This is an optimization exercise on Yosys and OpenROAD, whose aim is small area, a short achievable clock period and few clock cycles, not a production implementation. Only simulation tests tie the RTL to the original design; equivalence was not proved. Power figures rest on the tool's default switching activity, not on a simulated workload.

== main ==
==> flow/design.v (excerpt) <==
module ledgrid_sync (
    input  wire        clk,
    input  wire        rst,
    input  wire        sel_n,
    input  wire        rx_valid,
    input  wire [7:0]  rx_data,
    output wire        render_req,
    output wire [7:0]  render_bright,
    input  wire [4:0]  pix_addr,
    output wire [23:0] pix_data,
    input  wire        render_done,
    input  wire [31:0] render_dur,
    output wire        busy,
    output reg         status,
    output reg         debug,
    output reg  [31:0] txn_count,
    output reg  [31:0] frame_count,
    output reg  [31:0] malformed_count,
    output reg  [31:0] zpay_count,
    output reg  [31:0] last_render_dur
);
Size in the first run: ~1,400 flip-flops, roughly 51,000 µm² of cells after synthesis.
clock: 12.0 ns
lec_check: 0
cap_margin: 20
core_margin: 2
core_utilization: 60
setup_slack_margin: 5
slew_margin: 20
standard.sh (not shown) runs the stock make flow with config.mk's settings and CLKGATE_MAP_FILE= SYNTH_SCRIPT=/design/flow/synth_recipe.tcl, a recipe that flattens the netlist after the stock synthesis.
==> flow/flow/run.sh <==
#!/bin/bash
# Own layout flow: the standard ORFS flow (standard.sh), with two changes to
# how the layout is made:
#  - the port buffers are plain sky130_fd_sc_hd__buf_1 cells (the resizer still
#    upsizes them where timing needs it) instead of the delay-cell buffers
#    buffer_ports picks by default;
#  - clock tree synthesis clusters up to 25 sinks per leaf buffer and inserts no
#    dummy loads.
# make's full output goes to flow_make.log in the work folder; ORFS keeps each
# step's own log under orfs/logs.
set -euo pipefail
bash standard.sh \
  "BUFFER_PORTS_ARGS=-buffer_cell sky130_fd_sc_hd__buf_1" \
  "CTS_ARGS=-sink_clustering_enable -repair_clock_nets -sink_clustering_size 25 -sink_clustering_max_diameter 100 -dont_use_dummy_load" \
  "SETUP_SLACK_MARGIN=6.5" \
  finish > flow_make.log 2>&1
Testbench counts of main, summed over its fixed seeds: cycles 21,798.
What the feature branch does differently from main at the input level:
-- flow/flow/run.sh --
<<< main, line 14
  "CTS_ARGS=-sink_clustering_enable -repair_clock_nets -sink_clustering_size 25 -sink_clustering_max_diameter 100 -dont_use_dummy_load" \
  "SETUP_SLACK_MARGIN=6.5" \
  finish > flow_make.log 2>&1
>>> the feature branch, line 14
  "CTS_ARGS=-sink_clustering_enable -repair_clock_nets -sink_clustering_size 25 -sink_clustering_max_diameter 100 -dont_use_dummy_load" \
  finish > flow_make.log 2>&1
## What came out
The feature branch: PASS, flow complete, no timing, DRC or antenna violations
For count of maximum capacitance violations, main and the feature branch come out practically identical.
Relative to main, final-layout clock buffer total has gone up in the feature branch.
The final reports for the feature branch and main show signed area change from the synthesized netlist to the final layout lower in the former.
Looking at slowest stage cell on the critical path, the sky130_fd_sc_hd__or3b_4 result is from main; the sky130_fd_sc_hd__or3_1 one comes from the feature branch.
The feature branch against main: non-clock buffer count now smaller, number of filler instances in the final layout now larger.

---

== job 5946 ==
Another version of the RTL of ledgrid_sync (not shown whole).
Size in the first run: ~3300 cells after synthesis, ~250 I/O pins, about 51000 sq um of cells after synthesis.
export LEC_CHECK = 0
export CAP_MARGIN = 20
export CORE_MARGIN = 2
export CORE_UTILIZATION = 65
export SETUP_SLACK_MARGIN = 5
export SLEW_MARGIN = 20
export SYNTH_HIERARCHICAL = 1
export SYNTH_MINIMUM_KEEP_SIZE = 0
create_clock -name core_clock -period 12.0 [get_ports {clk}]
==> flow/flow/run.sh <==
#!/bin/bash
# Own layout flow: the standard ORFS flow (standard.sh), with two changes to
# how the layout is made:
#  - the port buffers are plain sky130_fd_sc_hd__buf_1 cells (the resizer still
#    upsizes them where timing needs it) instead of the delay-cell buffers
#    buffer_ports picks by default;
#  - clock tree synthesis clusters up to 25 sinks per leaf buffer and inserts no
#    dummy loads.
# make's full output goes to flow_make.log in the work folder; ORFS keeps each
# step's own log under orfs/logs.
set -euo pipefail
bash standard.sh \
  "BUFFER_PORTS_ARGS=-buffer_cell sky130_fd_sc_hd__buf_1" \
  "CTS_ARGS=-sink_clustering_enable -repair_clock_nets -sink_clustering_size 25 -sink_clustering_max_diameter 100 -dont_use_dummy_load" \
  "SETUP_SLACK_MARGIN=5.8" \
  finish > flow_make.log 2>&1
Job 5946 was carried through to the last stage, and its layout satisfied the timing, DRC and antenna checks.
Testbench counts of job 5946, summed over its fixed seeds: cycles 21,798.
The inputs of job 9930 differ from those of job 5946 as listed below.
==> flow/flow/run.sh <==
#!/bin/bash
set -euo pipefail
bash standard.sh \
  "BUFFER_PORTS_ARGS=-buffer_cell sky130_fd_sc_hd__buf_1" \
  "CTS_ARGS=-sink_clustering_enable -repair_clock_nets -sink_clustering_size 25 -sink_clustering_max_diameter 100 -dont_use_dummy_load" \
  "SETUP_SLACK_MARGIN=5.8" \
  finish > flow_make.log 2>&1
diff --git a/flow/config.mk b/flow/config.mk
--- a/flow/config.mk
+++ b/flow/config.mk
@@ -10 +10 @@
-export CORE_UTILIZATION = 65
+export CORE_UTILIZATION = 60
Notes after the runs:
Largest net degree at the start of global routing in job 9930 is about 10% lower than in job 5946. [compare] base=job 5946 new=job 9930: routed wire length -about 3%; post-layout total power ~0 delta. Compared with job 5946, job 9930 shows HPWL after detailed placement that has gone down by a few percent. Changes observed in job 9930 relative to job 5946: post-route worst hold slack shows an increase of 9.0 ps, period utilization shows a reduction of 0.91 points. [job 9930 vs job 5946] post-route cell area: lower in job 9930. On shortest clock period the worst path allows after layout: job 9930 sits below job 5946. Job 9930 vs. job 5946: number of rows in the core area went up by about 4%.
For job 3720, these inputs were changed with respect to job 9930:
diff --git a/flow/flow/run.sh b/flow/flow/run.sh
--- a/flow/flow/run.sh
+++ b/flow/flow/run.sh
@@ -1,0 +2,9 @@
+# Own layout flow: the standard ORFS flow (standard.sh), with two changes to
+# how the layout is made:
+#  - the port buffers are plain sky130_fd_sc_hd__buf_1 cells (the resizer still
+#    upsizes them where timing needs it) instead of the delay-cell buffers
+#    buffer_ports picks by default;
+#  - clock tree synthesis clusters up to 25 sinks per leaf buffer and inserts no
+#    dummy loads.
+# make's full output goes to flow_make.log in the work folder; ORFS keeps each
+# step's own log under orfs/logs.
@@ -6 +15 @@
-  "SETUP_SLACK_MARGIN=5.8" \
+  "SETUP_SLACK_MARGIN=6.0" \
==> comparison <==
Taking job 9930 as the reference, in job 3720 post-CTS repair timing setup buffer count went down, xor and xnor area share after synthesis now sits at about the same level, register-to-register slack now sits lower, global-route wire length before repair went up, highest net fanout along the worst path higher. Reported for job 3720 and job 9930, synthesized cell count turned out identical to the last digit. The higher share of cell area taken by multi-input logic gates came out of job 3720. The ratio of cells with drive above 1 in the final layout in job 3720 sits 2.5 points above the value recorded for job 9930. Comparing job 3720 and job 9930, wire length is higher on job 3720. The run with more setup slack is job 9930; job 3720 has less. Job 3720 reports a higher design area than job 9930 does.

afterwards: timing with drivers on the ports:
The results above use ideal ports. As a check the final layouts listed here were re-extracted and re-timed, cells and wires unchanged. Step 1, drivers: a clkbuf_16 drives clk and a buf_2 each remaining input, both assumed. Step 2 adds t to the input delays and takes it off the output delays; t is the mean of the earliest and latest rising clock arrival at the registers after step 1. Input paths then give back, and output paths get back, about the clock's delay inside the block. Three values: no drivers, after step 1, after step 2; two values: the first two.
| run | t, ns | setup slack, ns | hold slack, ns | clock arrival spread, ns | worst data-port slew with drivers (ns) |
|---|---|---|---|---|---|
| main | 0.706 | 5.291 / 5.242 / 5.242 | 0.363 / 0.363 / 0.363 | 0.072 / 0.071 | 0.28 |
| the feature branch | 0.686 | 5.004 / 4.974 / 4.974 | 0.379 / 0.379 / 0.379 | 0.082 / 0.082 | 0.16 |
| job 5946 | 0.697 | 5.541 / 5.407 / 5.407 | 0.387 / 0.387 / 0.387 | 0.063 / 0.063 | 0.14 |
| job 9930 | 0.692 | 5.651 / 5.509 / 5.509 | 0.396 / 0.396 / 0.396 | 0.054 / 0.055 | 0.14 |
| job 3720 | 0.692 | 5.599 / 5.471 / 5.471 | 0.392 / 0.392 / 0.392 | 0.073 / 0.073 | 0.14 |
After both steps every run listed still meets setup and hold. The setup slack of job 9930, which loses most, moves by -0.142 ns with the drivers and by -0.142 ns with both steps.
